This design comes from an exercise in tuning for small area, a short achievable clock period and few clock cycles per item on the open sky130 flow, not from production work.

// dds_freq_scaler
module dds_freq_scaler (
    input  wire        clk,
    input  wire        rst,                 
    input  wire        in_valid,
    output wire        in_ready,
    input  wire [47:0] in_q,
    input  wire [31:0] in_ref,
    output wire        out_valid,
    input  wire        out_ready,
    output wire [27:0] out_word,
    output reg  [1:0]  out_err
);
Size in the first run: about 620 cells after synthesis, ~110 flip-flops, about 120 I/O pins.
Settings: LEC_CHECK=0, CAP_MARGIN=20, CORE_MARGIN=2, CORE_UTILIZATION=60, CTS_BUF_LIST=sky130_fd_sc_hd__clkbuf_4 sky130_fd_sc_hd__clkbuf_8, SLEW_MARGIN=20; clock period 10.0 ns.
standard.sh (not shown) runs the stock make flow with config.mk's settings and CLKGATE_MAP_FILE= SYNTH_SCRIPT=/design/flow/synth_recipe.tcl, a recipe that flattens the netlist after the stock synthesis.
==> flow/flow/run.sh <==
#!/bin/bash
# Standard ORFS layout (the standard.sh), with two flow knobs changed:
#  - port buffers are buf_1 cells instead of the resizer's default pick;
set -euo pipefail
export BUFFER_PORTS_ARGS="-buffer_cell sky130_fd_sc_hd__buf_1"
export SETUP_SLACK_MARGIN="${SETUP_SLACK_MARGIN_OVERRIDE:-6.8}"
bash standard.sh > standard_flow.log 2>&1
The starting point ran to the end with no violations.
==> next run, changes <==
--- a/flow/design.v
+++ b/flow/design.v
@@ -12,21 +12,23 @@
 );
     reg         idle;                       
     reg         busy;                       
     reg         fin;                        
     reg         outv;                       
     reg  [4:0]  cnt;
     reg  [31:0] r;                          
     reg  [32:0] rem;                        
+    reg         rem_sg;                     
     reg  [28:0] sr;                         
     reg         bad;                        
     wire        sub   = ~rem[32];
+    wire        sub_h = ~rem_sg;
     wire [32:0] t     = {rem[31:0], sr[28]};
-    wire [32:0] a_b   = {33{sub}} ^ {1'b0, r};
+    wire [32:0] a_b   = {{17{sub_h}}, {16{sub}}} ^ {1'b0, r};
     wire [32:0] a_p   = t ^ a_b;
     wire [32:0] a_g   = {t[32:1] & a_b[32:1], (t[0] & a_b[0]) | (a_p[0] & sub)};
     wire [33:0] a_c;
     assign a_c[0] = sub;
     wire a_G0_1 = a_g[1] | (a_p[1] & a_g[0]);
     wire a_G0_3 = a_g[3] | (a_p[3] & a_g[2]);
     wire a_P0_3 = a_p[3] & a_p[2];
     wire a_G0_5 = a_g[5] | (a_p[5] & a_g[4]);
@@ -186,18 +188,19 @@
     assign a_c[28] = a_G4_27;
     assign a_c[29] = a_G4_28;
     assign a_c[30] = a_G4_29;
     assign a_c[31] = a_G4_30;
     assign a_c[32] = a_G4_31;
     assign a_c[33] = a_G5_32;
     wire [32:0] rnew  = a_p ^ a_c[32:0];
     wire        q_bit = ~rnew[32];
-    wire        first = (cnt == 5'd0);
+    wire        second = (cnt == 5'd1);
     wire        last  = (cnt == 5'd29);
+    wire        stop  = bad | sr[0];        
     wire [27:0] a     = sr[28:1];
     wire        rnd   = sr[0];
     wire        ref0  = (r == 32'd0);
     assign in_ready  = idle;
     assign out_valid = outv;
     assign out_word  = sr[28:1];
     always @(posedge clk) begin
         if (rst) begin
@@ -205,38 +208,39 @@
             busy <= 1'b0;
             fin  <= 1'b0;
             outv <= 1'b0;
         end else begin
             if (idle && in_valid) begin
                 idle <= 1'b0;
                 busy <= 1'b1;
             end
-            if (busy && (last || (first && (bad || q_bit)))) begin
+            if (busy && (last || (second && stop))) begin
                 busy <= 1'b0;
                 fin  <= 1'b1;
             end
             if (fin) begin
                 fin  <= 1'b0;
                 outv <= 1'b1;
             end
             if (outv && out_ready) begin
                 outv <= 1'b0;
                 idle <= 1'b1;
             end
         end
     end
     always @(posedge clk) begin
-        cnt <= idle ? 5'd0 : cnt + 5'd1;
-        rem <= idle ? {3'b000, in_q[46:17]} : rnew;
+        cnt    <= idle ? 5'd0 : cnt + 5'd1;
+        rem    <= idle ? {3'b000, in_q[46:17]} : rnew;
+        rem_sg <= idle ? in_q[47] : rnew[32];
         if (idle) begin
             r   <= in_ref;
             bad <= in_q[47];
-        end else if (busy && first) begin
-            bad <= bad | q_bit;
+        end else if (busy && second) begin
+            bad <= stop;
         end
         if (idle)
             sr <= {in_q[16:0], 12'd0};
         else if (busy)
             sr <= {sr[27:0], q_bit};
         else                                
             sr[28:1] <= (fin & bad) ? 28'd0 : a + {27'd0, fin & rnd};
         if (fin) begin
What happened: Final cell count decreases slightly. Die area decreases slightly. Design area drops slightly. Hold slack got worse by 0.035 ns. Wire length went down by a few percent. Sequential share of layout area grows by 0.91 points. Critical path depth stays the same.
No run of this note included a check of the RTL's function; only the layout flow was run.

what the ideal ports hide:
How much do the figures lean on ideal ports? The routed layouts below were timed once more, with nothing changed but the port constraints.
Step 1 assumes that a clkbuf_16 drives the clock port and a buf_2 every other input.
Step 2, shift: input delay + t, output delay - t, t = (earliest + latest rising clock arrival at the registers) / 2. This alone moves slack from input paths to output paths.
Three values: no drivers, after step 1, after step 2; two values: the first two.
run	t (ns)	slack for setup (ns)	worst hold slack (ns)
the first run	0.404	6.889 / 6.853 / 6.989	0.511 / 0.511 / 0.511
the second run	0.399	6.936 / 6.902 / 6.987	0.476 / 0.476 / 0.476
After both steps every run listed still meets setup and hold.
